This is an optimization exercise on Yosys and OpenROAD, whose aim is a short achievable clock period and few clock cycles, not a production implementation. Function was checked by simulation only, so behaviour that the tests miss may differ from the original.

`flow/flow/run.sh`:
```
#!/bin/bash
# Standard layout (the standard.sh, which runs the standard synthesis
# script), with more slow cells kept out of synthesis and repair: three-input
# XORs, high-stack OR/NOR/AND-OR cells and the like. Registers are untouched
# (flip-flops are mapped before ABC and none of them is in the list).
set -euo pipefail
PL=$(cat flow/platform_dont_use.txt)
EXTRA=$(cat flow/extra_dont_use.txt)
bash standard.sh "DONT_USE_CELLS=$PL $EXTRA" finish > standard.log 2>&1
```
`flow/flow/extra_dont_use.txt`:
```
sky130_fd_sc_hd__a2111o_1 sky130_fd_sc_hd__a2111o_2 sky130_fd_sc_hd__a2111o_4 sky130_fd_sc_hd__a2111oi_0 sky130_fd_sc_hd__a2111oi_1 sky130_fd_sc_hd__a2111oi_2 sky130_fd_sc_hd__a2111oi_4 sky130_fd_sc_hd__a222oi_1 sky130_fd_sc_hd__a41o_1 sky130_fd_sc_hd__a41o_2 sky130_fd_sc_hd__a41o_4 sky130_fd_sc_hd__a41oi_1 sky130_fd_sc_hd__a41oi_2 sky130_fd_sc_hd__a41oi_4 sky130_fd_sc_hd__nor4_1 sky130_fd_sc_hd__nor4_2 sky130_fd_sc_hd__nor4_4 sky130_fd_sc_hd__nor4b_1 sky130_fd_sc_hd__nor4b_2 sky130_fd_sc_hd__nor4b_4 sky130_fd_sc_hd__nor4bb_1 sky130_fd_sc_hd__nor4bb_2 sky130_fd_sc_hd__nor4bb_4 sky130_fd_sc_hd__o2111a_1 sky130_fd_sc_hd__o2111a_2 sky130_fd_sc_hd__o2111a_4 sky130_fd_sc_hd__o2111ai_1 sky130_fd_sc_hd__o2111ai_2 sky130_fd_sc_hd__o2111ai_4 sky130_fd_sc_hd__o41a_1 sky130_fd_sc_hd__o41a_2 sky130_fd_sc_hd__o41a_4 sky130_fd_sc_hd__o41ai_1 sky130_fd_sc_hd__o41ai_2 sky130_fd_sc_hd__o41ai_4 sky130_fd_sc_hd__or3_1 sky130_fd_sc_hd__or3_2 sky130_fd_sc_hd__or3_4 sky130_fd_sc_hd__or3b_1 sky130_fd_sc_hd__or3b_2 sky130_fd_sc_hd__or3b_4 sky130_fd_sc_hd__or4_1 sky130_fd_sc_hd__or4_2 sky130_fd_sc_hd__or4_4 sky130_fd_sc_hd__or4b_1 sky130_fd_sc_hd__or4b_2 sky130_fd_sc_hd__or4b_4 sky130_fd_sc_hd__or4bb_1 sky130_fd_sc_hd__or4bb_2 sky130_fd_sc_hd__or4bb_4 sky130_fd_sc_hd__xnor3_1 sky130_fd_sc_hd__xnor3_2 sky130_fd_sc_hd__xnor3_4 sky130_fd_sc_hd__xor3_1 sky130_fd_sc_hd__xor3_2 sky130_fd_sc_hd__xor3_4  sky130_fd_sc_hd__a211oi_1 sky130_fd_sc_hd__a211oi_2 sky130_fd_sc_hd__a211oi_4 sky130_fd_sc_hd__a221o_1 sky130_fd_sc_hd__a221o_2 sky130_fd_sc_hd__a221o_4 sky130_fd_sc_hd__a221oi_1 sky130_fd_sc_hd__a221oi_2 sky130_fd_sc_hd__a221oi_4 sky130_fd_sc_hd__a311o_1 sky130_fd_sc_hd__a311o_2 sky130_fd_sc_hd__a311o_4 sky130_fd_sc_hd__a311oi_1 sky130_fd_sc_hd__a311oi_2 sky130_fd_sc_hd__a311oi_4 sky130_fd_sc_hd__a32o_1 sky130_fd_sc_hd__a32o_2 sky130_fd_sc_hd__a32o_4 sky130_fd_sc_hd__a32oi_1 sky130_fd_sc_hd__a32oi_2 sky130_fd_sc_hd__a32oi_4 sky130_fd_sc_hd__and4_1 sky130_fd_sc_hd__and4_2 sky130_fd_sc_hd__and4_4 sky130_fd_sc_hd__and4b_1 sky130_fd_sc_hd__and4b_2 sky130_fd_sc_hd__and4b_4 sky130_fd_sc_hd__and4bb_1 sky130_fd_sc_hd__and4bb_2 sky130_fd_sc_hd__and4bb_4 sky130_fd_sc_hd__mux4_1 sky130_fd_sc_hd__mux4_2 sky130_fd_sc_hd__mux4_4 sky130_fd_sc_hd__nand4_1 sky130_fd_sc_hd__nand4_2 sky130_fd_sc_hd__nand4_4 sky130_fd_sc_hd__nand4b_1 sky130_fd_sc_hd__nand4b_2 sky130_fd_sc_hd__nand4b_4 sky130_fd_sc_hd__nand4bb_1 sky130_fd_sc_hd__nand4bb_2 sky130_fd_sc_hd__nand4bb_4 sky130_fd_sc_hd__nor3_1 sky130_fd_sc_hd__nor3_2 sky130_fd_sc_hd__nor3_4 sky130_fd_sc_hd__nor3b_1 sky130_fd_sc_hd__nor3b_2 sky130_fd_sc_hd__nor3b_4 sky130_fd_sc_hd__o211ai_1 sky130_fd_sc_hd__o211ai_2 sky130_fd_sc_hd__o211ai_4 sky130_fd_sc_hd__o221a_1 sky130_fd_sc_hd__o221a_2 sky130_fd_sc_hd__o221a_4 sky130_fd_sc_hd__o221ai_1 sky130_fd_sc_hd__o221ai_2 sky130_fd_sc_hd__o221ai_4 sky130_fd_sc_hd__o311a_1 sky130_fd_sc_hd__o311a_2 sky130_fd_sc_hd__o311a_4 sky130_fd_sc_hd__o311ai_0 sky130_fd_sc_hd__o311ai_1 sky130_fd_sc_hd__o311ai_2 sky130_fd_sc_hd__o311ai_4 sky130_fd_sc_hd__o32a_1 sky130_fd_sc_hd__o32a_2 sky130_fd_sc_hd__o32a_4 sky130_fd_sc_hd__o32ai_1 sky130_fd_sc_hd__o32ai_2 sky130_fd_sc_hd__o32ai_4 
```
`flow/flow/platform_dont_use.txt`:
```
sky130_fd_sc_hd__lpflow_bleeder_1 sky130_fd_sc_hd__lpflow_clkbufkapwr_1 sky130_fd_sc_hd__lpflow_clkbufkapwr_16 sky130_fd_sc_hd__lpflow_clkbufkapwr_2 sky130_fd_sc_hd__lpflow_clkbufkapwr_4 sky130_fd_sc_hd__lpflow_clkbufkapwr_8 sky130_fd_sc_hd__lpflow_clkinvkapwr_1 sky130_fd_sc_hd__lpflow_clkinvkapwr_16 sky130_fd_sc_hd__lpflow_clkinvkapwr_2 sky130_fd_sc_hd__lpflow_clkinvkapwr_4 sky130_fd_sc_hd__lpflow_clkinvkapwr_8 sky130_fd_sc_hd__lpflow_decapkapwr_12 sky130_fd_sc_hd__lpflow_decapkapwr_3 sky130_fd_sc_hd__lpflow_decapkapwr_4 sky130_fd_sc_hd__lpflow_decapkapwr_6 sky130_fd_sc_hd__lpflow_decapkapwr_8 sky130_fd_sc_hd__lpflow_inputiso0n_1 sky130_fd_sc_hd__lpflow_inputiso0p_1 sky130_fd_sc_hd__lpflow_inputiso1n_1 sky130_fd_sc_hd__lpflow_inputiso1p_1 sky130_fd_sc_hd__lpflow_inputisolatch_1 sky130_fd_sc_hd__lpflow_isobufsrc_1 sky130_fd_sc_hd__lpflow_isobufsrc_16 sky130_fd_sc_hd__lpflow_isobufsrc_2 sky130_fd_sc_hd__lpflow_isobufsrc_4 sky130_fd_sc_hd__lpflow_isobufsrc_8 sky130_fd_sc_hd__lpflow_isobufsrckapwr_16 sky130_fd_sc_hd__lpflow_lsbuf_lh_hl_isowell_tap_1 sky130_fd_sc_hd__lpflow_lsbuf_lh_hl_isowell_tap_2 sky130_fd_sc_hd__lpflow_lsbuf_lh_hl_isowell_tap_4 sky130_fd_sc_hd__lpflow_lsbuf_lh_isowell_4 sky130_fd_sc_hd__lpflow_lsbuf_lh_isowell_tap_1 sky130_fd_sc_hd__lpflow_lsbuf_lh_isowell_tap_2 sky130_fd_sc_hd__lpflow_lsbuf_lh_isowell_tap_4 sky130_fd_sc_hd__probe_p_8 sky130_fd_sc_hd__probec_p_8 
```
`flow/standard.sh`:
```
#!/bin/bash
# synth_recipe.tcl (not shown) runs the flow's synth.tcl, then flattens the netlist and writes it again
# the make line also repeats each setting of config.mk as NAME=value (left out here)
make -C /OpenROAD-flow-scripts/flow DESIGN_CONFIG=/design/flow/config.mk WORK_HOME=/design/flow/orfs CLKGATE_MAP_FILE= SYNTH_SCRIPT=/design/flow/synth_recipe.tcl "${@:-finish}"
```
`flow/config.mk`:
```
export PLATFORM = sky130hd
export DESIGN_NAME = crc32_engine
export DESIGN_NICKNAME = crc32_engine
export VERILOG_FILES = /design/flow/design.v
export SDC_FILE = /design/flow/constraint.sdc
export NUM_CORES = 4
export LEC_CHECK = 0
export ABC_CLOCK_PERIOD_IN_PS = 1000
export CAP_MARGIN = 20
export CORE_MARGIN = 2
export CORE_UTILIZATION = 40
export SETUP_SLACK_MARGIN = 5.0
export SLEW_MARGIN = 20
export TNS_END_PERCENT = 100
```
`flow/constraint.sdc`:
```
create_clock -name core_clock -period 6.0 [get_ports {clk}]
set_input_delay 1.2000 -clock core_clock [delete_from_list [all_inputs] [get_ports {clk}]]
set_output_delay 1.2000 -clock core_clock [all_outputs]
set_load 0.01 [all_outputs]
```
`flow/design.v`:
```
module crc32_rom (
    input  wire [7:0]  idx,
    output wire [31:0] data
);
    assign data[0] = idx[2];
    assign data[1] = idx[0] ^ idx[3];
    assign data[2] = idx[0] ^ idx[1] ^ idx[4];
    assign data[3] = idx[1] ^ idx[2] ^ idx[5];
    assign data[4] = idx[0] ^ idx[2] ^ idx[3] ^ idx[6];
    assign data[5] = idx[1] ^ idx[3] ^ idx[4] ^ idx[7];
    assign data[6] = idx[4] ^ idx[5];
    assign data[7] = idx[0] ^ idx[5] ^ idx[6];
    assign data[8] = idx[1] ^ idx[6] ^ idx[7];
    assign data[9] = idx[7];
    assign data[10] = idx[2];
    assign data[11] = idx[3];
    assign data[12] = idx[0] ^ idx[4];
    assign data[13] = idx[0] ^ idx[1] ^ idx[5];
    assign data[14] = idx[1] ^ idx[2] ^ idx[6];
    assign data[15] = idx[2] ^ idx[3] ^ idx[7];
    assign data[16] = idx[0] ^ idx[2] ^ idx[3] ^ idx[4];
    assign data[17] = idx[0] ^ idx[1] ^ idx[3] ^ idx[4] ^ idx[5];
    assign data[18] = idx[0] ^ idx[1] ^ idx[2] ^ idx[4] ^ idx[5] ^ idx[6];
    assign data[19] = idx[1] ^ idx[2] ^ idx[3] ^ idx[5] ^ idx[6] ^ idx[7];
    assign data[20] = idx[3] ^ idx[4] ^ idx[6] ^ idx[7];
    assign data[21] = idx[2] ^ idx[4] ^ idx[5] ^ idx[7];
    assign data[22] = idx[2] ^ idx[3] ^ idx[5] ^ idx[6];
    assign data[23] = idx[3] ^ idx[4] ^ idx[6] ^ idx[7];
    assign data[24] = idx[0] ^ idx[2] ^ idx[4] ^ idx[5] ^ idx[7];
    assign data[25] = idx[0] ^ idx[1] ^ idx[2] ^ idx[3] ^ idx[5] ^ idx[6];
    assign data[26] = idx[0] ^ idx[1] ^ idx[2] ^ idx[3] ^ idx[4] ^ idx[6] ^ idx[7];
    assign data[27] = idx[1] ^ idx[3] ^ idx[4] ^ idx[5] ^ idx[7];
    assign data[28] = idx[0] ^ idx[4] ^ idx[5] ^ idx[6];
    assign data[29] = idx[0] ^ idx[1] ^ idx[5] ^ idx[6] ^ idx[7];
    assign data[30] = idx[0] ^ idx[1] ^ idx[6] ^ idx[7];
    assign data[31] = idx[1] ^ idx[7];
endmodule
module crc32_engine (
    input  wire        clk,
    input  wire        rst,
    input  wire        cmd_valid,
    output wire        cmd_ready,
    input  wire [7:0]  cmd,
    input  wire [31:0] din,
    output wire [31:0] dout,
    output wire        err
);
    localparam [31:0] X_INIT = 32'h9226F562;
    reg [31:0] x_q;       
    reg [31:0] y_q;       
    reg [31:0] w_q;       
    reg [31:0] s_sv_q;    
    reg [31:0] d_sv_q;    
    reg [2:0]  fold_q;    
    reg        rst_q;     
    reg        keep_q;    
    reg        sres_q;    
    reg        dres_q;    
    reg [31:0] dout_q;    
    reg        err_q;     
    reg        ready_q;   
    reg        rt_q;      
    reg [7:0]  idx_q;     
    wire zhi     = ~cmd[7] & ~cmd[3] & ~cmd[2];
    wire zlo     = ~cmd[1] & ~cmd[0];
    wire full    = cmd[1] & cmd[0];
    wire op_upd  = zhi & ~cmd[6] &  cmd[5] &  cmd[4];
    wire op_init = zhi & ~cmd[6] & ~cmd[5] &  cmd[4] & zlo;
    wire op_load = zhi & ~cmd[6] &  cmd[5] & ~cmd[4] & zlo;
    wire op_rds  = zhi &  cmd[6] & ~cmd[5] & ~cmd[4] & zlo;
    wire op_fin  = zhi &  cmd[6] & ~cmd[5] &  cmd[4] & zlo;
    wire op_rdt  = zhi &  cmd[6] &  cmd[5] & ~cmd[4] & zlo;
    wire op_nop  = zhi & ~cmd[6] & ~cmd[5] & ~cmd[4] & zlo;
    wire op_short = op_upd & ~full;
    wire fast    = (op_upd & full) | op_init | op_load | op_rds | op_fin | op_nop;
    wire legal   = fast | op_short | op_rdt;
    wire acc     = cmd_valid & ready_q;
    wire c_upd   =  cmd[5] &  cmd[4];               
    wire c_load  =  cmd[5] & ~cmd[4];               
    wire c_init  = ~cmd[6] & ~cmd[5] &  cmd[4];     
    wire c_rds   =  cmd[6] & ~cmd[5] & ~cmd[4];     
    wire c_fin   =  cmd[6] & ~cmd[5] &  cmd[4];     
    wire upd     = acc & c_upd;
    wire x_set   = (acc & c_init) | rst_q;
    wire y_load  = acc & c_load;
    wire xy_keep = keep_q & ~(acc & (cmd[5] | c_init));
    wire go      = acc & ~rst;
    wire d_keep  = ~rst & ~rt_q & ~dres_q & ~(acc & cmd[6] & ~cmd[5]);
    wire [31:0] t4, c1, c2, c3;
    assign t4[0] = x_q[0] ^ x_q[1] ^ x_q[2] ^ x_q[3] ^ x_q[4] ^ x_q[6] ^ x_q[7] ^ x_q[8] ^ x_q[16] ^ x_q[20] ^ x_q[22] ^ x_q[23] ^ x_q[26];
    assign t4[1] = x_q[1] ^ x_q[2] ^ x_q[3] ^ x_q[4] ^ x_q[5] ^ x_q[7] ^ x_q[8] ^ x_q[9] ^ x_q[17] ^ x_q[21] ^ x_q[23] ^ x_q[24] ^ x_q[27];
    assign t4[2] = x_q[0] ^ x_q[2] ^ x_q[3] ^ x_q[4] ^ x_q[5] ^ x_q[6] ^ x_q[8] ^ x_q[9] ^ x_q[10] ^ x_q[18] ^ x_q[22] ^ x_q[24] ^ x_q[25] ^ x_q[28];
    assign t4[3] = x_q[1] ^ x_q[3] ^ x_q[4] ^ x_q[5] ^ x_q[6] ^ x_q[7] ^ x_q[9] ^ x_q[10] ^ x_q[11] ^ x_q[19] ^ x_q[23] ^ x_q[25] ^ x_q[26] ^ x_q[29];
    assign t4[4] = x_q[2] ^ x_q[4] ^ x_q[5] ^ x_q[6] ^ x_q[7] ^ x_q[8] ^ x_q[10] ^ x_q[11] ^ x_q[12] ^ x_q[20] ^ x_q[24] ^ x_q[26] ^ x_q[27] ^ x_q[30];
    assign t4[5] = x_q[0] ^ x_q[3] ^ x_q[5] ^ x_q[6] ^ x_q[7] ^ x_q[8] ^ x_q[9] ^ x_q[11] ^ x_q[12] ^ x_q[13] ^ x_q[21] ^ x_q[25] ^ x_q[27] ^ x_q[28] ^ x_q[31];
    assign t4[6] = x_q[0] ^ x_q[2] ^ x_q[3] ^ x_q[9] ^ x_q[10] ^ x_q[12] ^ x_q[13] ^ x_q[14] ^ x_q[16] ^ x_q[20] ^ x_q[23] ^ x_q[28] ^ x_q[29];
    assign t4[7] = x_q[1] ^ x_q[3] ^ x_q[4] ^ x_q[10] ^ x_q[11] ^ x_q[13] ^ x_q[14] ^ x_q[15] ^ x_q[17] ^ x_q[21] ^ x_q[24] ^ x_q[29] ^ x_q[30];
    assign t4[8] = x_q[0] ^ x_q[2] ^ x_q[4] ^ x_q[5] ^ x_q[11] ^ x_q[12] ^ x_q[14] ^ x_q[15] ^ x_q[16] ^ x_q[18] ^ x_q[22] ^ x_q[25] ^ x_q[30] ^ x_q[31];
    assign t4[9] = x_q[0] ^ x_q[2] ^ x_q[4] ^ x_q[5] ^ x_q[7] ^ x_q[8] ^ x_q[12] ^ x_q[13] ^ x_q[15] ^ x_q[17] ^ x_q[19] ^ x_q[20] ^ x_q[22] ^ x_q[31];
    assign t4[10] = x_q[0] ^ x_q[2] ^ x_q[4] ^ x_q[5] ^ x_q[7] ^ x_q[9] ^ x_q[13] ^ x_q[14] ^ x_q[18] ^ x_q[21] ^ x_q[22] ^ x_q[26];
    assign t4[11] = x_q[1] ^ x_q[3] ^ x_q[5] ^ x_q[6] ^ x_q[8] ^ x_q[10] ^ x_q[14] ^ x_q[15] ^ x_q[19] ^ x_q[22] ^ x_q[23] ^ x_q[27];
    assign t4[12] = x_q[2] ^ x_q[4] ^ x_q[6] ^ x_q[7] ^ x_q[9] ^ x_q[11] ^ x_q[15] ^ x_q[16] ^ x_q[20] ^ x_q[23] ^ x_q[24] ^ x_q[28];
    assign t4[13] = x_q[0] ^ x_q[3] ^ x_q[5] ^ x_q[7] ^ x_q[8] ^ x_q[10] ^ x_q[12] ^ x_q[16] ^ x_q[17] ^ x_q[21] ^ x_q[24] ^ x_q[25] ^ x_q[29];
    assign t4[14] = x_q[0] ^ x_q[1] ^ x_q[4] ^ x_q[6] ^ x_q[8] ^ x_q[9] ^ x_q[11] ^ x_q[13] ^ x_q[17] ^ x_q[18] ^ x_q[22] ^ x_q[25] ^ x_q[26] ^ x_q[30];
    assign t4[15] = x_q[1] ^ x_q[2] ^ x_q[5] ^ x_q[7] ^ x_q[9] ^ x_q[10] ^ x_q[12] ^ x_q[14] ^ x_q[18] ^ x_q[19] ^ x_q[23] ^ x_q[26] ^ x_q[27] ^ x_q[31];
    assign t4[16] = x_q[1] ^ x_q[4] ^ x_q[7] ^ x_q[10] ^ x_q[11] ^ x_q[13] ^ x_q[15] ^ x_q[16] ^ x_q[19] ^ x_q[22] ^ x_q[23] ^ x_q[24] ^ x_q[26] ^ x_q[27] ^ x_q[28];
    assign t4[17] = x_q[2] ^ x_q[5] ^ x_q[8] ^ x_q[11] ^ x_q[12] ^ x_q[14] ^ x_q[16] ^ x_q[17] ^ x_q[20] ^ x_q[23] ^ x_q[24] ^ x_q[25] ^ x_q[27] ^ x_q[28] ^ x_q[29];
    assign t4[18] = x_q[0] ^ x_q[3] ^ x_q[6] ^ x_q[9] ^ x_q[12] ^ x_q[13] ^ x_q[15] ^ x_q[17] ^ x_q[18] ^ x_q[21] ^ x_q[24] ^ x_q[25] ^ x_q[26] ^ x_q[28] ^ x_q[29] ^ x_q[30];
    assign t4[19] = x_q[0] ^ x_q[1] ^ x_q[4] ^ x_q[7] ^ x_q[10] ^ x_q[13] ^ x_q[14] ^ x_q[16] ^ x_q[18] ^ x_q[19] ^ x_q[22] ^ x_q[25] ^ x_q[26] ^ x_q[27] ^ x_q[29] ^ x_q[30] ^ x_q[31];
    assign t4[20] = x_q[0] ^ x_q[3] ^ x_q[4] ^ x_q[5] ^ x_q[6] ^ x_q[7] ^ x_q[11] ^ x_q[14] ^ x_q[15] ^ x_q[16] ^ x_q[17] ^ x_q[19] ^ x_q[22] ^ x_q[27] ^ x_q[28] ^ x_q[30] ^ x_q[31];
    assign t4[21] = x_q[0] ^ x_q[2] ^ x_q[3] ^ x_q[5] ^ x_q[12] ^ x_q[15] ^ x_q[17] ^ x_q[18] ^ x_q[22] ^ x_q[26] ^ x_q[28] ^ x_q[29] ^ x_q[31];
    assign t4[22] = x_q[2] ^ x_q[7] ^ x_q[8] ^ x_q[13] ^ x_q[18] ^ x_q[19] ^ x_q[20] ^ x_q[22] ^ x_q[26] ^ x_q[27] ^ x_q[29] ^ x_q[30];
    assign t4[23] = x_q[0] ^ x_q[3] ^ x_q[8] ^ x_q[9] ^ x_q[14] ^ x_q[19] ^ x_q[20] ^ x_q[21] ^ x_q[23] ^ x_q[27] ^ x_q[28] ^ x_q[30] ^ x_q[31];
    assign t4[24] = x_q[2] ^ x_q[3] ^ x_q[6] ^ x_q[7] ^ x_q[8] ^ x_q[9] ^ x_q[10] ^ x_q[15] ^ x_q[16] ^ x_q[21] ^ x_q[23] ^ x_q[24] ^ x_q[26] ^ x_q[28] ^ x_q[29] ^ x_q[31];
    assign t4[25] = x_q[1] ^ x_q[2] ^ x_q[6] ^ x_q[9] ^ x_q[10] ^ x_q[11] ^ x_q[17] ^ x_q[20] ^ x_q[23] ^ x_q[24] ^ x_q[25] ^ x_q[26] ^ x_q[27] ^ x_q[29] ^ x_q[30];
    assign t4[26] = x_q[2] ^ x_q[3] ^ x_q[7] ^ x_q[10] ^ x_q[11] ^ x_q[12] ^ x_q[18] ^ x_q[21] ^ x_q[24] ^ x_q[25] ^ x_q[26] ^ x_q[27] ^ x_q[28] ^ x_q[30] ^ x_q[31];
    assign t4[27] = x_q[0] ^ x_q[1] ^ x_q[2] ^ x_q[6] ^ x_q[7] ^ x_q[11] ^ x_q[12] ^ x_q[13] ^ x_q[16] ^ x_q[19] ^ x_q[20] ^ x_q[23] ^ x_q[25] ^ x_q[27] ^ x_q[28] ^ x_q[29] ^ x_q[31];
    assign t4[28] = x_q[0] ^ x_q[4] ^ x_q[6] ^ x_q[12] ^ x_q[13] ^ x_q[14] ^ x_q[16] ^ x_q[17] ^ x_q[21] ^ x_q[22] ^ x_q[23] ^ x_q[24] ^ x_q[28] ^ x_q[29] ^ x_q[30];
    assign t4[29] = x_q[0] ^ x_q[1] ^ x_q[5] ^ x_q[7] ^ x_q[13] ^ x_q[14] ^ x_q[15] ^ x_q[17] ^ x_q[18] ^ x_q[22] ^ x_q[23] ^ x_q[24] ^ x_q[25] ^ x_q[29] ^ x_q[30] ^ x_q[31];
    assign t4[30] = x_q[3] ^ x_q[4] ^ x_q[7] ^ x_q[14] ^ x_q[15] ^ x_q[18] ^ x_q[19] ^ x_q[20] ^ x_q[22] ^ x_q[24] ^ x_q[25] ^ x_q[30] ^ x_q[31];
    assign t4[31] = x_q[0] ^ x_q[1] ^ x_q[2] ^ x_q[3] ^ x_q[5] ^ x_q[6] ^ x_q[7] ^ x_q[15] ^ x_q[19] ^ x_q[21] ^ x_q[22] ^ x_q[25] ^ x_q[31];
    assign c1[0] = w_q[2] ^ w_q[8];
    assign c1[1] = w_q[0] ^ w_q[3] ^ w_q[9];
    assign c1[2] = w_q[0] ^ w_q[1] ^ w_q[4] ^ w_q[10];
    assign c1[3] = w_q[1] ^ w_q[2] ^ w_q[5] ^ w_q[11];
    assign c1[4] = w_q[0] ^ w_q[2] ^ w_q[3] ^ w_q[6] ^ w_q[12];
    assign c1[5] = w_q[1] ^ w_q[3] ^ w_q[4] ^ w_q[7] ^ w_q[13];
    assign c1[6] = w_q[4] ^ w_q[5] ^ w_q[14];
    assign c1[7] = w_q[0] ^ w_q[5] ^ w_q[6] ^ w_q[15];
    assign c1[8] = w_q[1] ^ w_q[6] ^ w_q[7] ^ w_q[16];
    assign c1[9] = w_q[7] ^ w_q[17];
    assign c1[10] = w_q[2] ^ w_q[18];
    assign c1[11] = w_q[3] ^ w_q[19];
    assign c1[12] = w_q[0] ^ w_q[4] ^ w_q[20];
    assign c1[13] = w_q[0] ^ w_q[1] ^ w_q[5] ^ w_q[21];
    assign c1[14] = w_q[1] ^ w_q[2] ^ w_q[6] ^ w_q[22];
    assign c1[15] = w_q[2] ^ w_q[3] ^ w_q[7] ^ w_q[23];
    assign c1[16] = w_q[0] ^ w_q[2] ^ w_q[3] ^ w_q[4] ^ w_q[24];
    assign c1[17] = w_q[0] ^ w_q[1] ^ w_q[3] ^ w_q[4] ^ w_q[5] ^ w_q[25];
    assign c1[18] = w_q[0] ^ w_q[1] ^ w_q[2] ^ w_q[4] ^ w_q[5] ^ w_q[6] ^ w_q[26];
    assign c1[19] = w_q[1] ^ w_q[2] ^ w_q[3] ^ w_q[5] ^ w_q[6] ^ w_q[7] ^ w_q[27];
    assign c1[20] = w_q[3] ^ w_q[4] ^ w_q[6] ^ w_q[7] ^ w_q[28];
    assign c1[21] = w_q[2] ^ w_q[4] ^ w_q[5] ^ w_q[7] ^ w_q[29];
    assign c1[22] = w_q[2] ^ w_q[3] ^ w_q[5] ^ w_q[6] ^ w_q[30];
    assign c1[23] = w_q[3] ^ w_q[4] ^ w_q[6] ^ w_q[7] ^ w_q[31];
    assign c1[24] = w_q[0] ^ w_q[2] ^ w_q[4] ^ w_q[5] ^ w_q[7];
    assign c1[25] = w_q[0] ^ w_q[1] ^ w_q[2] ^ w_q[3] ^ w_q[5] ^ w_q[6];
    assign c1[26] = w_q[0] ^ w_q[1] ^ w_q[2] ^ w_q[3] ^ w_q[4] ^ w_q[6] ^ w_q[7];
    assign c1[27] = w_q[1] ^ w_q[3] ^ w_q[4] ^ w_q[5] ^ w_q[7];
    assign c1[28] = w_q[0] ^ w_q[4] ^ w_q[5] ^ w_q[6];
    assign c1[29] = w_q[0] ^ w_q[1] ^ w_q[5] ^ w_q[6] ^ w_q[7];
    assign c1[30] = w_q[0] ^ w_q[1] ^ w_q[6] ^ w_q[7];
    assign c1[31] = w_q[1] ^ w_q[7];
    assign c2[0] = w_q[0] ^ w_q[4] ^ w_q[6] ^ w_q[7] ^ w_q[10] ^ w_q[16];
    assign c2[1] = w_q[1] ^ w_q[5] ^ w_q[7] ^ w_q[8] ^ w_q[11] ^ w_q[17];
    assign c2[2] = w_q[2] ^ w_q[6] ^ w_q[8] ^ w_q[9] ^ w_q[12] ^ w_q[18];
    assign c2[3] = w_q[3] ^ w_q[7] ^ w_q[9] ^ w_q[10] ^ w_q[13] ^ w_q[19];
    assign c2[4] = w_q[4] ^ w_q[8] ^ w_q[10] ^ w_q[11] ^ w_q[14] ^ w_q[20];
    assign c2[5] = w_q[5] ^ w_q[9] ^ w_q[11] ^ w_q[12] ^ w_q[15] ^ w_q[21];
    assign c2[6] = w_q[0] ^ w_q[4] ^ w_q[7] ^ w_q[12] ^ w_q[13] ^ w_q[22];
    assign c2[7] = w_q[1] ^ w_q[5] ^ w_q[8] ^ w_q[13] ^ w_q[14] ^ w_q[23];
    assign c2[8] = w_q[0] ^ w_q[2] ^ w_q[6] ^ w_q[9] ^ w_q[14] ^ w_q[15] ^ w_q[24];
    assign c2[9] = w_q[1] ^ w_q[3] ^ w_q[4] ^ w_q[6] ^ w_q[15] ^ w_q[25];
    assign c2[10] = w_q[2] ^ w_q[5] ^ w_q[6] ^ w_q[10] ^ w_q[26];
    assign c2[11] = w_q[3] ^ w_q[6] ^ w_q[7] ^ w_q[11] ^ w_q[27];
    assign c2[12] = w_q[0] ^ w_q[4] ^ w_q[7] ^ w_q[8] ^ w_q[12] ^ w_q[28];
    assign c2[13] = w_q[0] ^ w_q[1] ^ w_q[5] ^ w_q[8] ^ w_q[9] ^ w_q[13] ^ w_q[29];
    assign c2[14] = w_q[1] ^ w_q[2] ^ w_q[6] ^ w_q[9] ^ w_q[10] ^ w_q[14] ^ w_q[30];
    assign c2[15] = w_q[2] ^ w_q[3] ^ w_q[7] ^ w_q[10] ^ w_q[11] ^ w_q[15] ^ w_q[31];
    assign c2[16] = w_q[0] ^ w_q[3] ^ w_q[6] ^ w_q[7] ^ w_q[8] ^ w_q[10] ^ w_q[11] ^ w_q[12];
    assign c2[17] = w_q[0] ^ w_q[1] ^ w_q[4] ^ w_q[7] ^ w_q[8] ^ w_q[9] ^ w_q[11] ^ w_q[12] ^ w_q[13];
    assign c2[18] = w_q[1] ^ w_q[2] ^ w_q[5] ^ w_q[8] ^ w_q[9] ^ w_q[10] ^ w_q[12] ^ w_q[13] ^ w_q[14];
    assign c2[19] = w_q[0] ^ w_q[2] ^ w_q[3] ^ w_q[6] ^ w_q[9] ^ w_q[10] ^ w_q[11] ^ w_q[13] ^ w_q[14] ^ w_q[15];
    assign c2[20] = w_q[0] ^ w_q[1] ^ w_q[3] ^ w_q[6] ^ w_q[11] ^ w_q[12] ^ w_q[14] ^ w_q[15];
    assign c2[21] = w_q[1] ^ w_q[2] ^ w_q[6] ^ w_q[10] ^ w_q[12] ^ w_q[13] ^ w_q[15];
    assign c2[22] = w_q[2] ^ w_q[3] ^ w_q[4] ^ w_q[6] ^ w_q[10] ^ w_q[11] ^ w_q[13] ^ w_q[14];
    assign c2[23] = w_q[3] ^ w_q[4] ^ w_q[5] ^ w_q[7] ^ w_q[11] ^ w_q[12] ^ w_q[14] ^ w_q[15];
    assign c2[24] = w_q[0] ^ w_q[5] ^ w_q[7] ^ w_q[8] ^ w_q[10] ^ w_q[12] ^ w_q[13] ^ w_q[15];
    assign c2[25] = w_q[1] ^ w_q[4] ^ w_q[7] ^ w_q[8] ^ w_q[9] ^ w_q[10] ^ w_q[11] ^ w_q[13] ^ w_q[14];
    assign c2[26] = w_q[2] ^ w_q[5] ^ w_q[8] ^ w_q[9] ^ w_q[10] ^ w_q[11] ^ w_q[12] ^ w_q[14] ^ w_q[15];
    assign c2[27] = w_q[0] ^ w_q[3] ^ w_q[4] ^ w_q[7] ^ w_q[9] ^ w_q[11] ^ w_q[12] ^ w_q[13] ^ w_q[15];
    assign c2[28] = w_q[0] ^ w_q[1] ^ w_q[5] ^ w_q[6] ^ w_q[7] ^ w_q[8] ^ w_q[12] ^ w_q[13] ^ w_q[14];
    assign c2[29] = w_q[1] ^ w_q[2] ^ w_q[6] ^ w_q[7] ^ w_q[8] ^ w_q[9] ^ w_q[13] ^ w_q[14] ^ w_q[15];
    assign c2[30] = w_q[2] ^ w_q[3] ^ w_q[4] ^ w_q[6] ^ w_q[8] ^ w_q[9] ^ w_q[14] ^ w_q[15];
    assign c2[31] = w_q[3] ^ w_q[5] ^ w_q[6] ^ w_q[9] ^ w_q[15];
    assign c3[0] = w_q[0] ^ w_q[8] ^ w_q[12] ^ w_q[14] ^ w_q[15] ^ w_q[18] ^ w_q[24];
    assign c3[1] = w_q[0] ^ w_q[1] ^ w_q[9] ^ w_q[13] ^ w_q[15] ^ w_q[16] ^ w_q[19] ^ w_q[25];
    assign c3[2] = w_q[0] ^ w_q[1] ^ w_q[2] ^ w_q[10] ^ w_q[14] ^ w_q[16] ^ w_q[17] ^ w_q[20] ^ w_q[26];
    assign c3[3] = w_q[1] ^ w_q[2] ^ w_q[3] ^ w_q[11] ^ w_q[15] ^ w_q[17] ^ w_q[18] ^ w_q[21] ^ w_q[27];
    assign c3[4] = w_q[0] ^ w_q[2] ^ w_q[3] ^ w_q[4] ^ w_q[12] ^ w_q[16] ^ w_q[18] ^ w_q[19] ^ w_q[22] ^ w_q[28];
    assign c3[5] = w_q[0] ^ w_q[1] ^ w_q[3] ^ w_q[4] ^ w_q[5] ^ w_q[13] ^ w_q[17] ^ w_q[19] ^ w_q[20] ^ w_q[23] ^ w_q[29];
    assign c3[6] = w_q[1] ^ w_q[2] ^ w_q[4] ^ w_q[5] ^ w_q[6] ^ w_q[8] ^ w_q[12] ^ w_q[15] ^ w_q[20] ^ w_q[21] ^ w_q[30];
    assign c3[7] = w_q[2] ^ w_q[3] ^ w_q[5] ^ w_q[6] ^ w_q[7] ^ w_q[9] ^ w_q[13] ^ w_q[16] ^ w_q[21] ^ w_q[22] ^ w_q[31];
    assign c3[8] = w_q[3] ^ w_q[4] ^ w_q[6] ^ w_q[7] ^ w_q[8] ^ w_q[10] ^ w_q[14] ^ w_q[17] ^ w_q[22] ^ w_q[23];
    assign c3[9] = w_q[0] ^ w_q[4] ^ w_q[5] ^ w_q[7] ^ w_q[9] ^ w_q[11] ^ w_q[12] ^ w_q[14] ^ w_q[23];
    assign c3[10] = w_q[1] ^ w_q[5] ^ w_q[6] ^ w_q[10] ^ w_q[13] ^ w_q[14] ^ w_q[18];
    assign c3[11] = w_q[0] ^ w_q[2] ^ w_q[6] ^ w_q[7] ^ w_q[11] ^ w_q[14] ^ w_q[15] ^ w_q[19];
    assign c3[12] = w_q[1] ^ w_q[3] ^ w_q[7] ^ w_q[8] ^ w_q[12] ^ w_q[15] ^ w_q[16] ^ w_q[20];
    assign c3[13] = w_q[0] ^ w_q[2] ^ w_q[4] ^ w_q[8] ^ w_q[9] ^ w_q[13] ^ w_q[16] ^ w_q[17] ^ w_q[21];
    assign c3[14] = w_q[0] ^ w_q[1] ^ w_q[3] ^ w_q[5] ^ w_q[9] ^ w_q[10] ^ w_q[14] ^ w_q[17] ^ w_q[18] ^ w_q[22];
    assign c3[15] = w_q[1] ^ w_q[2] ^ w_q[4] ^ w_q[6] ^ w_q[10] ^ w_q[11] ^ w_q[15] ^ w_q[18] ^ w_q[19] ^ w_q[23];
    assign c3[16] = w_q[2] ^ w_q[3] ^ w_q[5] ^ w_q[7] ^ w_q[8] ^ w_q[11] ^ w_q[14] ^ w_q[15] ^ w_q[16] ^ w_q[18] ^ w_q[19] ^ w_q[20];
    assign c3[17] = w_q[0] ^ w_q[3] ^ w_q[4] ^ w_q[6] ^ w_q[8] ^ w_q[9] ^ w_q[12] ^ w_q[15] ^ w_q[16] ^ w_q[17] ^ w_q[19] ^ w_q[20] ^ w_q[21];
    assign c3[18] = w_q[1] ^ w_q[4] ^ w_q[5] ^ w_q[7] ^ w_q[9] ^ w_q[10] ^ w_q[13] ^ w_q[16] ^ w_q[17] ^ w_q[18] ^ w_q[20] ^ w_q[21] ^ w_q[22];
    assign c3[19] = w_q[2] ^ w_q[5] ^ w_q[6] ^ w_q[8] ^ w_q[10] ^ w_q[11] ^ w_q[14] ^ w_q[17] ^ w_q[18] ^ w_q[19] ^ w_q[21] ^ w_q[22] ^ w_q[23];
    assign c3[20] = w_q[3] ^ w_q[6] ^ w_q[7] ^ w_q[8] ^ w_q[9] ^ w_q[11] ^ w_q[14] ^ w_q[19] ^ w_q[20] ^ w_q[22] ^ w_q[23];
    assign c3[21] = w_q[4] ^ w_q[7] ^ w_q[9] ^ w_q[10] ^ w_q[14] ^ w_q[18] ^ w_q[20] ^ w_q[21] ^ w_q[23];
    assign c3[22] = w_q[0] ^ w_q[5] ^ w_q[10] ^ w_q[11] ^ w_q[12] ^ w_q[14] ^ w_q[18] ^ w_q[19] ^ w_q[21] ^ w_q[22];
    assign c3[23] = w_q[0] ^ w_q[1] ^ w_q[6] ^ w_q[11] ^ w_q[12] ^ w_q[13] ^ w_q[15] ^ w_q[19] ^ w_q[20] ^ w_q[22] ^ w_q[23];
    assign c3[24] = w_q[0] ^ w_q[1] ^ w_q[2] ^ w_q[7] ^ w_q[8] ^ w_q[13] ^ w_q[15] ^ w_q[16] ^ w_q[18] ^ w_q[20] ^ w_q[21] ^ w_q[23];
    assign c3[25] = w_q[1] ^ w_q[2] ^ w_q[3] ^ w_q[9] ^ w_q[12] ^ w_q[15] ^ w_q[16] ^ w_q[17] ^ w_q[18] ^ w_q[19] ^ w_q[21] ^ w_q[22];
    assign c3[26] = w_q[2] ^ w_q[3] ^ w_q[4] ^ w_q[10] ^ w_q[13] ^ w_q[16] ^ w_q[17] ^ w_q[18] ^ w_q[19] ^ w_q[20] ^ w_q[22] ^ w_q[23];
    assign c3[27] = w_q[3] ^ w_q[4] ^ w_q[5] ^ w_q[8] ^ w_q[11] ^ w_q[12] ^ w_q[15] ^ w_q[17] ^ w_q[19] ^ w_q[20] ^ w_q[21] ^ w_q[23];
    assign c3[28] = w_q[4] ^ w_q[5] ^ w_q[6] ^ w_q[8] ^ w_q[9] ^ w_q[13] ^ w_q[14] ^ w_q[15] ^ w_q[16] ^ w_q[20] ^ w_q[21] ^ w_q[22];
    assign c3[29] = w_q[5] ^ w_q[6] ^ w_q[7] ^ w_q[9] ^ w_q[10] ^ w_q[14] ^ w_q[15] ^ w_q[16] ^ w_q[17] ^ w_q[21] ^ w_q[22] ^ w_q[23];
    assign c3[30] = w_q[6] ^ w_q[7] ^ w_q[10] ^ w_q[11] ^ w_q[12] ^ w_q[14] ^ w_q[16] ^ w_q[17] ^ w_q[22] ^ w_q[23];
    assign c3[31] = w_q[7] ^ w_q[11] ^ w_q[13] ^ w_q[14] ^ w_q[17] ^ w_q[23];
    wire [31:0] s_cur = t4 ^ y_q;
    wire [31:0] dmask = din & {{8{cmd[1] & cmd[0]}}, {8{cmd[1]}},
                               {8{cmd[1] | cmd[0]}}, 8'hFF};
    wire [31:0] s_in  = t4 ^ (y_q ^ dmask);
    wire [31:0] t_rd;
    crc32_rom u_rom (.idx(idx_q), .data(t_rd));
    always @(posedge clk) begin
        idx_q   <= din[7:0];
        w_q     <= s_in;
        s_sv_q  <= s_cur;
        d_sv_q  <= dout_q;
        rst_q   <= rst;
        keep_q  <= ~rst & ~(acc & ~fast);
        sres_q  <= go & ~(fast | op_short);
        dres_q  <= go & ~legal;
        fold_q  <= {3{go & op_short}} &
                   {cmd[1:0] == 2'd2, cmd[1:0] == 2'd1, cmd[1:0] == 2'd0};
        x_q     <= ({32{upd}} & s_in) | ({32{x_set}} & X_INIT) | ({32{xy_keep}} & x_q);
        y_q     <= ({32{y_load}} & din) | ({32{fold_q[0]}} & c1) | ({32{fold_q[1]}} & c2) |
                   ({32{fold_q[2]}} & c3) | ({32{sres_q}} & s_sv_q) | ({32{xy_keep}} & y_q);
        dout_q  <= {32{~rst}} & (({32{acc & c_rds}} & s_cur) | ({32{acc & c_fin}} & ~s_cur) |
                   ({32{rt_q}} & t_rd) | ({32{dres_q}} & d_sv_q) | ({32{d_keep}} & dout_q));
        err_q   <= ~rst & (err_q | (go & ~legal));
        ready_q <= ~rst & ~(go & ~fast);
        rt_q    <= go & op_rdt;
    end
    assign cmd_ready = ready_q;
    assign dout      = dout_q;
    assign err       = err_q;
endmodule
```
==> notes.md, run 1 <==
Reg area 4430 um2; Most used DFF post-synth dfxtp_1; CP arrival 2.67 ns; Post-Layout Cell Count 2,161; Sink Count 210; fmax 446 MHz; crit-path max FO 4; async set-or-reset flop fraction in the synthesized netlist 0; Reg-to-Reg End x_q[30]$_DFF_P_; Worst-path clk slew 0.06 ns; top cells by count, synth xnor2_1, dfxtp_1, xor2_1; area of the multi-input gates 12,300 um2; r2r startpoint x_q[3]$_DFF_P_; nets 1,740; Die Height 189 um; Distinct cells, synth 37; top post-synthesis cells by area xnor2_1, dfxtp_1, xor2_1, xnor2_2, a22o_1; DRC viols 0; Layout area overhead 61.6%; Hold Startpoint dout_q[15]$_DFF_P_; sequential area share after synthesis 0.306; Critical Path Start x_q[3]$_DFF_P_; ant diodes 0; hold endpoint d_sv_q[15]$_DFF_P_; Final setup viols 0; setup_tns 0 ns; CTS Hold Bufs 0; filler cell count 2,387; Clk Latency, worst-skew pair 0.55 ns; maxcap violations 0; mux contribution to synthesized area 0.0117; input/output buffers 76; worst hold path class reg2reg; RSZ-0062 raised after global routing yes; H-tree Lvls 1; Cells after Synth 1,422; total wire length 60,500 um; Iter 0 DRT Violations 1,297; Synth area leader xnor2_1; Period Utilization, post-route 0.374; share of the synthesized area in the top cell type 0.314; Core ar. 33,700 um2; crit path time final 2.24 ns; largest net degree at the start of global routing 33; Die X-Extent 189 um; first-pass GRT wire length 81,900 um; fin. max-slew vios 0; largest family of logic cells by synthesized area XOR/XNOR gates; post-synthesis adder-cell area fraction 0; drt pass-1 iters 7; dpl hpwl 37,100 um; Bufs on Longest Clock Path 3; worst r2r path cells 10; run status finished clean; WL per Instance 28.0 um; vias per cell 5.64; post-synthesis compound-gate area fraction 0.122; most frequent cell after synthesis xnor2_1; die area 35,800 um2; CTS Buf Count 24; critical path class reg2reg; hold_ws 0.379 ns; Total Routing Usage GR 0.314; Worst R2R Setup Slack 3.76 ns; slew margin rel. 0.422; overflow left after global routing 0; RePlAce Congestion 0.950; ANT nets after route 0; #FFs+latches synth 210; Synthesized Nets 1,465; boundary pin count 77; number of global-route vias before repair 11,900; Vias 12,200; Simple-Gate Fraction of Synth Area 0.0475; Final Hold Viols 0; worst slew pin tran 0.860 ns; clk root buf clkbuf_16; hold path depth 0; Cell Area, Synth 13,700 um2; xor and xnor area share after synthesis 0.464; mean post-synth cell area 9.66 um2; Max Clock Skew 0.0242 ns; initial antenna violation count 1; Post-synth EDFFs 0; startpoint types flop; Worst Path Required 6.43 ns; CTS tree built; crit end category flop; dpl cells 1,845; row cnt 67; initial core utilization 0.407; layout cells sized above 1 0.506; Syn. warnings 1
per-stage QoR:
stage	instance area (um2)	util	setup WS, ns
2_1_floorplan	14900	-	3.59
3_3_place_gp	15400	0.457	2.21
3_5_place_dp	15400	0.457	2.18
4_1_cts	20600	0.612	3.78
5_1_grt	22200	0.658	3.70
6_report	22200	0.658	3.76
metal layers:
| layer | track usage | vias to the layer above | wire length [um] |
|---|---|---|---|
| met2 | 0.512 | 807 | 27800 |
| met1 | 0.402 | 5923 | 22500 |
| li1 | - | 5181 | - |
| met4 | 0.162 | 2 | 4800 |
| met5 | 0 | - | 8 |
| met3 | 0.0491 | 274 | 5370 |
state kept, by name (all words and copies together), names as in the netlist:
register  count
d_sv_q       32
dout_q       32
dres_q        1
err_q         1
fold_q        3
idx_q         8
keep_q        1
ready_q       1
rst_q         1
rt_q          1
s_sv_q       32
sres_q        1
w_q          32
x_q          32
y_q          32
repair_timing:
action                     in CTS  in global routing
gates cloned                   13                  1
gates resized for setup       672                140
setup endpoints to repair     212                204
pin swaps                     168                146
buffers inserted              189                 71
placed cells by master (no fill, tap or decap), drive strengths merged, types with 2 or more instances in the layout:
master,Yosys,routed
dfxtp,210,210
o21ai,49,49
inv,13,15
xnor2,543,543
nand2,93,93
clkinvlp,0,2
and3b,5,5
clkdlybuf4s50,0,24
a21oi,75,75
or2,2,2
buf,57,332
bufinv,0,2
o21bai,2,2
nand2b,3,3
xor2,121,121
a31oi,13,13
a21bo,11,11
and2,3,5
nand3b,3,3
clkinv,0,6
a22o,49,49
nor2b,3,3
nor2,15,18
a211o,2,2
clkbuf,58,30
mux2i,16,16
nand3,21,21
a22oi,48,48
o21a,3,4
logic make-up after synthesis:
kind of cell / Yosys count
xor+xnor: 664
buf+inv: 128
flops: 210
mux: 16
simple gates: 149
compound gates: 255
layout make-up:
type,instances,share of cell area
multi-input cells,1090,0.554
flip-flops and latches,210,0.200
repair buffers,358,0.183
clock buffers,30,0.0294
well taps,448,0.0253
clock inverters,12,0.00592
inverters,13,0.00276
how the worst max path moves through the flow:
stage	cells past startpoint	slack (ns)	endpoint
2_1_floorplan	9	3.59	y_q[22]$_DFF_P_
3_3_place_gp	8	2.21	y_q[5]$_DFF_P_
3_5_place_dp	8	2.18	y_q[5]$_DFF_P_
4_1_cts	1	3.78	cmd_ready
5_1_grt	10	3.70	dout_q[30]$_DFF_P_
6_report	10	3.76	x_q[30]$_DFF_P_
worst max-delay path: stages, from the launching register on:
cell and delay, ns:
dfxtp_4 0.36, buf_12 0.15, xor2_4 0.21, xnor2_4 0.16, buf_12 0.15, xnor2_4 0.15
xnor2_2 0.31, xnor2_2 0.17, buf_6 0.17, xnor2_4 0.08, a22o_1 0.19
Testbench counts, summed over its fixed seeds: cycles 6,042.
==> run 2, diff against run 1 <==
--- a/flow/config.mk
+++ b/flow/config.mk
@@ -10,4 +10,5 @@
 export CORE_MARGIN = 2
 export CORE_UTILIZATION = 40
+export PLACE_DENSITY = 0.75
 export SETUP_SLACK_MARGIN = 5.0
 export SLEW_MARGIN = 20
==> run 2 against run 1 <==
Effect of this change:
- sequential share of layout area is 0.66 points lower
- area after synthesis is the same
- wire length grew 21%
- first-iteration DRC count increased by 27%
- clock skew increased by 0.0021 ns
- critical path depth fell by 1
- critical path type unchanged
==> notes.md, run 2 <==
filler cell count 2,110 (-12%); fmax 385 MHz (-14%); Final Hold Viols 0 (unchanged); Syn. warnings 1 (unchanged); nets 1,799 (+3.4%); drt pass-1 iters 6 (-1); layout cells sized above 1 0.538 (+0.0320); initial core utilization 0.407 (unchanged); Cells after Synth 1,422 (unchanged); Period Utilization, post-route 0.433 (+0.0590); initial antenna violation count 2 (+1); dpl hpwl 36,300 um (-2.0%); number of global-route vias before repair 13,100 (+9.8%); Vias 13,500 (+11%); Iter 0 DRT Violations 1,653 (+27%); Hold Startpoint dout_q[7]$_DFF_P_; async set-or-reset flop fraction in the synthesized netlist 0 (unchanged); Critical Path Start x_q[27]$_DFF_P_; CTS Buf Count 23 (-4.2%); hold endpoint d_sv_q[7]$_DFF_P_; sequential area share after synthesis 0.306 (unchanged); Distinct cells, synth 37 (unchanged); H-tree Lvls 1 (unchanged); worst r2r path cells 9 (-1); die area 35,800 um2 (unchanged); #FFs+latches synth 210 (unchanged); first-pass GRT wire length 91,000 um (+11%); Reg-to-Reg End x_q[22]$_DFF_P_; Layout area overhead 67.0%; Bufs on Longest Clock Path 3 (unchanged); Worst Path Required 6.45 ns (+0.02 ns); Max Clock Skew 0.0263 ns (+0.00206 ns); Sink Count 210 (unchanged); input/output buffers 76 (unchanged); total wire length 73,500 um (+21%); Die X-Extent 189 um (unchanged); ant diodes 0 (unchanged); clk root buf clkbuf_16; setup_tns 0 ns (unchanged); vias per cell 6.09 (+7.9%); share of the synthesized area in the top cell type 0.314 (unchanged); commonest non-fill, non-tap cell in the layout xnor2_1; most used cell, CP xnor2_2; CP arrival 3.05 ns (+0.38 ns); boundary pin count 77 (unchanged); RePlAce Congestion 0.983 (+3.5%); Cell Area, Synth 13,700 um2 (unchanged); Total Routing Usage GR 0.354 (+0.0402); crit end category flop; DRC viols 0 (unchanged); Cell Chain, Critical Path buf_6, buf_12, xor2_2, xnor2_2, xnor2_2, xnor2_2, buf_4, xnor2_4, a22o_1; crit-path max FO 4 (unchanged); Post-synth EDFFs 0 (unchanged); area of the multi-input gates 12,500 um2 (+1.6%); slew margin rel. 0.382 (-0.0403); CP max stage delay 0.61 ns (+0.25 ns); mean post-synth cell area 9.66 um2 (unchanged); top cells by count, synth xnor2_1, dfxtp_1, xor2_1; largest net degree at the start of global routing 34 (+3.0%); critical path class reg2reg; fin. max-slew vios 0 (unchanged); Worst-path clk slew 0.08 ns (+0.02 ns); Core ar. 33,700 um2 (unchanged); CTS Hold Bufs 0 (unchanged); top post-synthesis cells by area xnor2_1, dfxtp_1, xor2_1, xnor2_2, a22o_1; RSZ-0062 raised after global routing yes; Reg area 4430 um2 (about the same); Most used DFF post-synth dfxtp_1; row cnt 67 (unchanged); worst slew pin tran 0.920 ns (+0.0601 ns); CP max-delay cell xor2_2; Final setup viols 0 (unchanged); Synthesized Nets 1,465 (unchanged); Synth area leader xnor2_1; worst hold path class reg2reg; maxcap violations 0 (unchanged); overflow left after global routing 0 (unchanged); most frequent cell after synthesis xnor2_1; Die Height 189 um (unchanged); crit path time final 2.60 ns (+0.354 ns); hold path depth 0 (unchanged); startpoint types flop; Clk Latency, worst-skew pair 0.57 ns (+0.02 ns); run status finished clean; most frequent cells in the layout xnor2_1, buf_4, xnor2_2; r2r startpoint x_q[27]$_DFF_P_; Worst R2R Setup Slack 3.40 ns (-0.35 ns); CTS tree built; ANT nets after route 0 (unchanged); WL per Instance 33.1 um (+18%)
-- run 2: layout make-up --
class                   instances  share of cell area
flip-flops and latches        210               0.193
clock inverters                16             0.00977
well taps                     448              0.0244
inverters                      13             0.00267
repair buffers                419               0.199
clock buffers                  26              0.0265
multi-input cells            1089               0.545
-- run 2: kinds of logic (layout without fill, tap and decap cells) --
| group | Yosys count | after routing | synth area share |
|---|---|---|---|
| simple gates | 149 | 153 | 0.0475 |
| xor+xnor | 664 | 664 | 0.464 |
| mux | 16 | 16 | 0.0117 |
| buf+inv | 128 | 474 | 0.0484 |
| flops | 210 | 210 | 0.306 |
| compound gates | 255 | 256 | 0.122 |
-- run 2: repair_timing --
item,in CTS,in global routing
pin swaps,221,117
cloned,12,0
buffers inserted,247,72
endpoints found under the setup margin,212,204
gates resized for setup,742,143
-- run 2: layer usage --
layer | part of all wire | GRT usage | routed length [um] | up-vias
li1 | - | - | - | 5279
met2 | 0.43 | 0.563 | 31600 | 1212
met5 | 0.0010 | 0 | 74 | -
met3 | 0.13 | 0.105 | 9700 | 568
met4 | 0.12 | 0.266 | 8570 | 6
met1 | 0.32 | 0.403 | 23500 | 6450
-- run 2: worst max-delay path by stage --
stage	end	slack, ns
3_5_place_dp	y_q[30]$_DFF_P_	1.93
2_1_floorplan	y_q[22]$_DFF_P_	3.59
3_3_place_gp	y_q[30]$_DFF_P_	1.95
6_report	x_q[22]$_DFF_P_	3.40
4_1_cts	cmd_ready	3.77
5_1_grt	dout_q[22]$_DFF_P_	3.42
-- run 2: per-stage QoR --
stage | setup WS [ns] | hold WS [ns] | std cells | util | cell area (um2)
2_1_floorplan | 3.59 | 0.375 | 1422 | - | 14900
3_3_place_gp | 1.95 | 0.344 | 1848 | 0.458 | 15400
3_5_place_dp | 1.93 | 0.345 | 1848 | 0.458 | 15400
4_1_cts | 3.77 | 0.371 | 2149 | 0.638 | 21500
5_1_grt | 3.42 | 0.386 | 2221 | 0.680 | 22900
6_report | 3.40 | 0.378 | 2221 | 0.680 | 22900
-- run 2: worst max-delay path, delay by kind of cell, from the launching register on --
kind,cells,cell delay (ns)
AO/OA/AOI/OAI,1,0.26
flip-flops,1,0.39
buffers and inverters,3,0.47
XOR/XNOR,5,1.36
==> run 3, diff against run 2 <==
--- a/flow/config.mk
+++ b/flow/config.mk
@@ -10,5 +10,5 @@
 export CORE_MARGIN = 2
 export CORE_UTILIZATION = 40
-export PLACE_DENSITY = 0.75
+export GPL_ROUTABILITY_DRIVEN = 0
 export SETUP_SLACK_MARGIN = 5.0
 export SLEW_MARGIN = 20
==> run 3 against run 2 <==
Effect of this change:
- register-to-register slack improved by 0.32 ns
- highest routed layer unchanged
- clock-buffer cell count rose by 5
- synthesized cell count did not move
- first-iteration DRC count fell by 23%
- critical path type unchanged
- final area fell by 1.3%
- worst setup slack improved by 0.32 ns
- non-clock buffer count fell by 40
==> notes.md, run 3 <==
Final Hold Viols 0 (unchanged); ANT nets after route 0 (unchanged); sequential area share after synthesis 0.306 (unchanged); initial core utilization 0.407 (unchanged); WL per Instance 28.0 um (-15%); vias per cell 5.63 (-7.4%); commonest non-fill, non-tap cell in the layout xnor2_1; ant diodes 0 (unchanged); first-pass GRT wire length 83,600 um (-8.1%); maxcap violations 0 (unchanged); Period Utilization, post-route 0.380 (-0.0529); dpl cells 1,848 (unchanged); hold_ws 0.375 ns (-0.00320 ns); startpoint types flop; CP arrival 2.71 ns (-0.34 ns); Worst Path Required 6.43 ns (-0.02 ns); top post-synthesis cells by area xnor2_1, dfxtp_1, xor2_1, xnor2_2, a22o_1; layout cells sized above 1 0.518 (-0.0199); Cells after Synth 1,422 (unchanged); input/output buffers 76 (unchanged); most frequent cells in the layout xnor2_1, buf_4, xnor2_2; CTS tree built; Syn. warnings 1 (unchanged); post-synthesis adder-cell area fraction 0 (unchanged); largest family of logic cells by synthesized area XOR/XNOR gates; worst slew pin tran 0.801 ns (-0.120 ns); critical path class reg2reg; Most used DFF post-synth dfxtp_1; Vias 12,300 (-9.1%); Final setup viols 0 (unchanged); largest net degree at the start of global routing 33 (-2.9%); routed wl met2 27,800 um (-12%); Post-Layout Cell Count 2,181 (-1.8%); Core ar. 33,700 um2 (unchanged); Die X-Extent 189 um (unchanged); Hold Startpoint dout_q[15]$_DFF_P_; RSZ-0062 raised after global routing yes; clk root buf clkbuf_16; async set-or-reset flop fraction in the synthesized netlist 0 (unchanged); setup_tns 0 ns (unchanged); fmax 438 MHz (+14%); Max Clock Skew 0.0172 ns (-0.00911 ns); fin. max-slew vios 0 (unchanged); Die Height 189 um (unchanged); Critical Path Start x_q[14]$_DFF_P_; run status finished clean; Post-synth EDFFs 0 (unchanged); row cnt 67 (unchanged); r2r startpoint x_q[14]$_DFF_P_; crit end category flop; mux contribution to synthesized area 0.0117 (unchanged); WL met3 5840 um (-40%); DRC viols 0 (unchanged); length of routed wiring on met1 22,700 um (-3.2%); crit-path max FO 5 (+1); drt pass-1 iters 5 (-1); worst hold path class reg2reg; hold path depth 0 (unchanged); share of the synthesized area in the top cell type 0.314 (unchanged); Placed Area 15,400 um2 (about the same); Layout area overhead 64.9%; H-tree Lvls 1 (unchanged); Sink Count 210 (unchanged); total wire length 61,200 um (-17%); crit path time final 2.28 ns (-0.318 ns); die area 35,800 um2 (unchanged); area of the multi-input gates 12,500 um2 (-0.15%); Distinct cells, synth 37 (unchanged); mean post-synth cell area 9.66 um2 (unchanged); Reg area 4430 um2 (about the same); number of global-route vias before repair 12,200 (-6.9%); filler cell count 2,302 (+9.1%); #FFs+latches synth 210 (unchanged); Synthesized Nets 1,465 (unchanged); xor and xnor area share after synthesis 0.464 (unchanged); boundary pin count 77 (unchanged); Simple-Gate Fraction of Synth Area 0.0475 (unchanged); Cell Area, Synth 13,700 um2 (unchanged); worst r2r path cells 10 (+1); dpl hpwl 36,800 um (+1.3%); overflow left after global routing 0 (unchanged); Synth area leader xnor2_1; Iter 0 DRT Violations 1,267 (-23%); nets 1,761 (-2.1%); Max Used Layer met5; most frequent cell after synthesis xnor2_1; slew margin rel. 0.462 (+0.0804); CTS Buf Count 23 (unchanged); Worst-path clk slew 0.06 ns (-0.02 ns); top cells by count, synth xnor2_1, dfxtp_1, xor2_1; Bufs on Longest Clock Path 3 (unchanged); Total Routing Usage GR 0.322 (-0.0326); Clk Latency, worst-skew pair 0.54 ns (-0.03 ns); Design Area, Final 22,600 um2 (-1.3%); initial antenna violation count 1 (-1); post-synthesis compound-gate area fraction 0.122 (unchanged)
-- run 3: cell types whose count changed in the layout (fill, tap and decap cells not counted), sizes merged --
| cell | change |
|---|---|
| clkinv | -6 |
| clkbuf | +6 |
| o21a | +3 |
| buf | -41 |
| nor2 | -1 |
| bufinv | -2 |
| clkinvlp | +1 |
-- run 3: routing by layer --
metal,up-vias,GRT usage
met5,-,0
met4,2,0.168
li1,5232,-
met2,759,0.518
met3,275,0.0673
met1,6020,0.406
-- run 3: metrics by stage --
step | setup slack, ns | utilization
final | 3.72 | 0.672
after global routing | 3.68 | 0.672
after CTS | 3.79 | 0.627
after detailed placement | 2.16 | 0.458
after global placement | 2.18 | 0.458
after floorplan | 3.59 | -
-- run 3: area by class of cell --
cell class / instances / share of cell area
sequential: 210 / 0.196
multi-input combinational: 1091 / 0.551
timing repair buffer: 379 / 0.191
tap: 448 / 0.0248
clock buffer: 31 / 0.0299
inverter: 13 / 0.00271
clock inverter: 9 / 0.00525
-- run 3: path summary, 6_finish.rpt --
path                                            to  slack, ns
worst max-delay path               x_q[19]$_DFF_P_       3.72
worst min-delay path            d_sv_q[15]$_DFF_P_       0.37
worst max register to register     x_q[19]$_DFF_P_       3.72
worst min register to register  d_sv_q[15]$_DFF_P_       0.37
-- run 3: worst max-delay path: stages, from the launching register on --
cell	delay, ns
dfxtp_4	0.40
buf_4	0.15
xnor2_1	0.22
xnor2_1	0.19
xnor2_1	0.13
xnor2_1	0.34
xnor2_2	0.14
buf_6	0.16
buf_12	0.12
xnor2_4	0.14
a22o_1	0.18
-- run 3: kinds of logic after synthesis --
logic type / Yosys count
simple gates: 149
compound gates: 255
xor+xnor: 664
mux: 16
flops: 210
buf+inv: 128
-- run 3: repair_timing --
action | 4_1_cts | 5_1_grt
pin swaps | 201 | 116
cloned | 16 | 0
hold buffers | 0 | 0
endpoints found under the setup margin | 212 | 204
buffers inserted | 213 | 64
resized for setup | 721 | 133
==> run 4, diff against run 3 <==
--- a/flow/config.mk
+++ b/flow/config.mk
@@ -10,5 +10,5 @@
 export CORE_MARGIN = 2
 export CORE_UTILIZATION = 40
-export GPL_ROUTABILITY_DRIVEN = 0
+export CTS_BUF_LIST = sky130_fd_sc_hd__clkbuf_8
 export SETUP_SLACK_MARGIN = 5.0
 export SLEW_MARGIN = 20
==> run 4 against run 3 <==
Effect of this change:
- worst setup slack gained 0.040 ns
- register-to-register slack gained 0.06 ns
- worst hold slack barely moved
- sequential share of layout area increased by 0.10 points
- utilization shrank 0.21 points
- cell count up 0.96%
- maximum frequency rose by 1.8%
- highest routed layer unchanged
==> notes.md, run 4 <==
run status finished clean; total wire length 63,800 um (+4.3%); Distinct cells, synth 37 (unchanged); async set-or-reset flop fraction in the synthesized netlist 0 (unchanged); Worst Path Required 6.43 ns (about the same); first-pass GRT wire length 83,900 um (+0.34%); Die Height 189 um (unchanged); Cells after Synth 1,422 (unchanged); CP arrival 2.67 ns (-0.04 ns); CTS tree built; top post-synthesis cells by area xnor2_1, dfxtp_1, xor2_1, xnor2_2, a22o_1; post-layout util 0.669 (-0.00212); initial antenna violation count 2 (+1); Synth area leader xnor2_1; Design Area, Final 22,600 um2 (-0.32%); WL per Instance 29.0 um (+3.3%); number of global-route vias before repair 12,400 (+1.2%); Total Routing Usage GR 0.324 (+0.00240); Final setup viols 0 (unchanged); Reg area 4440 um2 (+0.20%); Syn. warnings 1 (unchanged); Final Hold Viols 0 (unchanged); nets 1,773 (+0.68%); largest net degree at the start of global routing 33 (unchanged); clk root buf clkbuf_8; Post-synth EDFFs 0 (unchanged); Iter 0 DRT Violations 1,254 (-1.0%); CP max stage delay 0.26 ns (-0.14 ns); initial core utilization 0.407 (unchanged); Sink Count 210 (unchanged); Layout area overhead 64.3%; crit path time final 2.24 ns (-0.0402 ns); Cell Area, Synth 13,700 um2 (unchanged); slew margin rel. 0.441 (-0.0212); die area 35,800 um2 (unchanged); worst hold path class reg2reg; Bufs on Longest Clock Path 3 (unchanged); dpl hpwl 37,100 um (+0.77%); most frequent cells in the layout xnor2_1, buf_4, xnor2_2; overflow left after global routing 0 (unchanged); #FFs+latches synth 210 (unchanged); DRC viols 0 (unchanged); Die X-Extent 189 um (unchanged); row cnt 67 (unchanged); mean post-synth cell area 9.66 um2 (unchanged); vias per cell 5.64 (+0.12%); CP max-delay cell and3b_2; Synthesized Nets 1,465 (unchanged); drt pass-1 iters 7 (+2); boundary pin count 77 (unchanged); H-tree Lvls 2 (+1); Core ar. 33,700 um2 (unchanged); setup_tns 0 ns (unchanged); Most used DFF post-synth dfxtp_1; crit-path max FO 7 (+2); filler cell count 2,297 (-0.22%); area of the multi-input gates 12,400 um2 (-0.20%); top cells by count, synth xnor2_1, dfxtp_1, xor2_1; input/output buffers 76 (unchanged); CTS Buf Count 38 (+65%); layout cells sized above 1 0.519 (+0.00178); fin. max-slew vios 0 (unchanged); crit end category flop; hold path depth 0 (unchanged); worst slew pin tran 0.832 ns (+0.0315 ns); sequential area share after synthesis 0.306 (unchanged); commonest non-fill, non-tap cell in the layout xnor2_1; startpoint types input port; Placed Area 15,400 um2 (-0.15%); Worst-path clk slew 0.07 ns (about the same); critical path class in2reg; ANT nets after route 0 (unchanged); Period Utilization, post-route 0.373 (-0.00671); share of the synthesized area in the top cell type 0.314 (unchanged); Clk Latency, worst-skew pair 0.58 ns (+0.04 ns); RePlAce Congestion 0.950; RSZ-0062 raised after global routing yes; ant diodes 0 (unchanged); Max Clock Skew 0.0321 ns (+0.0149 ns); most frequent cell after synthesis xnor2_1; Vias 12,400 (+1.1%); Cell Chain, Critical Path buf_8, and2_4, and3b_2, buf_12, buf_12, a22o_1, a21oi_1, o21ai_1, a21oi_1, o21ai_1; worst r2r path cells 9 (-1); CTS Hold Bufs 0 (unchanged); maxcap violations 0 (unchanged); fmax 446 MHz (+1.8%)
run 4: final timing paths:
check / start / endpoint / slack (ns)
min: dout_q[17]$_DFF_P_ / d_sv_q[17]$_DFF_P_ / 0.37
max: cmd_valid / y_q[4]$_DFF_P_ / 3.76
min reg2reg: dout_q[17]$_DFF_P_ / d_sv_q[17]$_DFF_P_ / 0.37
max reg2reg: x_q[0]$_DFF_P_ / x_q[9]$_DFF_P_ / 3.78
run 4: repair_timing:
action                     in CTS  in global routing
resized for setup             707                137
cloned                         14                  0
pin swaps                     176                154
buffers inserted              200                 79
setup endpoints to repair     212                205
run 4: routing by layer:
metal  GRT usage  share of wire  vias up
met5           0        0.00020        -
met4       0.190          0.089        2
met3      0.0771          0.097      319
met2       0.526           0.45      825
met1       0.392           0.36     6027
li1            -              -     5248
run 4: cell families (layout without fill, tap and decap cells):
| logic type | count (synthesis) | in the layout | synth area share |
|---|---|---|---|
| flip-flops | 210 | 210 | 0.306 |
| AO/OA/AOI/OAI | 255 | 256 | 0.122 |
| multiplexers | 16 | 16 | 0.0117 |
| buffers and inverters | 128 | 455 | 0.0484 |
| XOR/XNOR | 664 | 664 | 0.464 |
| AND/OR/NAND/NOR | 149 | 153 | 0.0475 |
run 4: metrics by stage:
stage | instances | worst slack [ns] | hold slack [ns]
after global routing | 2202 | 3.69 | 0.384
final | 2202 | 3.76 | 0.375
after CTS | 2123 | 3.77 | 0.376
after floorplan | 1422 | 3.59 | 0.375
after detailed placement | 1845 | 2.18 | 0.349
after global placement | 1845 | 2.21 | 0.344
run 4: final cells by class:
type	count	share of cell area
multi-input cells	1089	0.552
flip-flops and latches	210	0.197
repair buffers	378	0.190
clock buffers	47	0.0287
well taps	448	0.0248
clock inverters	17	0.00521
inverters	13	0.00272
run 4: worst max-delay path: cells and delay by family:
family	cells	cell delay, ns
AO/OA/AOI/OAI	5	0.66
buffers and inverters	3	0.40
AND/OR/NAND/NOR	2	0.39

-- port drivers added, routing unchanged --
The results above use ideal ports. As a check the final layouts listed here were re-extracted and re-timed, cells and wires unchanged. Step 1, drivers: a clkbuf_16 drives clk and a buf_2 each remaining input, both assumed. Step 2 moves the port delays by t, midway between the first and last clock arrival at a register: inputs arrive t later, outputs are due t later. That takes back most of the time a late clock gives input paths. Three values: no drivers, after step 1, after step 2; two values: the first two.
| run | t (ns) | slack for setup (ns) | worst register clock-pin slew, ns | worst data-port slew with drivers (ns) |
|---|---|---|---|---|
| run 1 | 0.581 | 3.756 / 3.734 / 3.195 | 0.07 / 0.07 | 0.08 |
| run 2 | 0.619 | 3.402 / 3.402 / 3.068 | 0.08 / 0.08 | 0.12 |
| run 3 | 0.574 | 3.719 / 3.719 / 3.174 | 0.07 / 0.07 | 0.10 |
| run 4 | 0.607 | 3.759 / 3.725 / 3.136 | 0.08 / 0.08 | 0.08 |
After both steps every run listed still meets setup and hold. For run 4, which loses most, drivers alone change the setup slack by -0.034 ns; drivers and shift together by -0.623 ns.
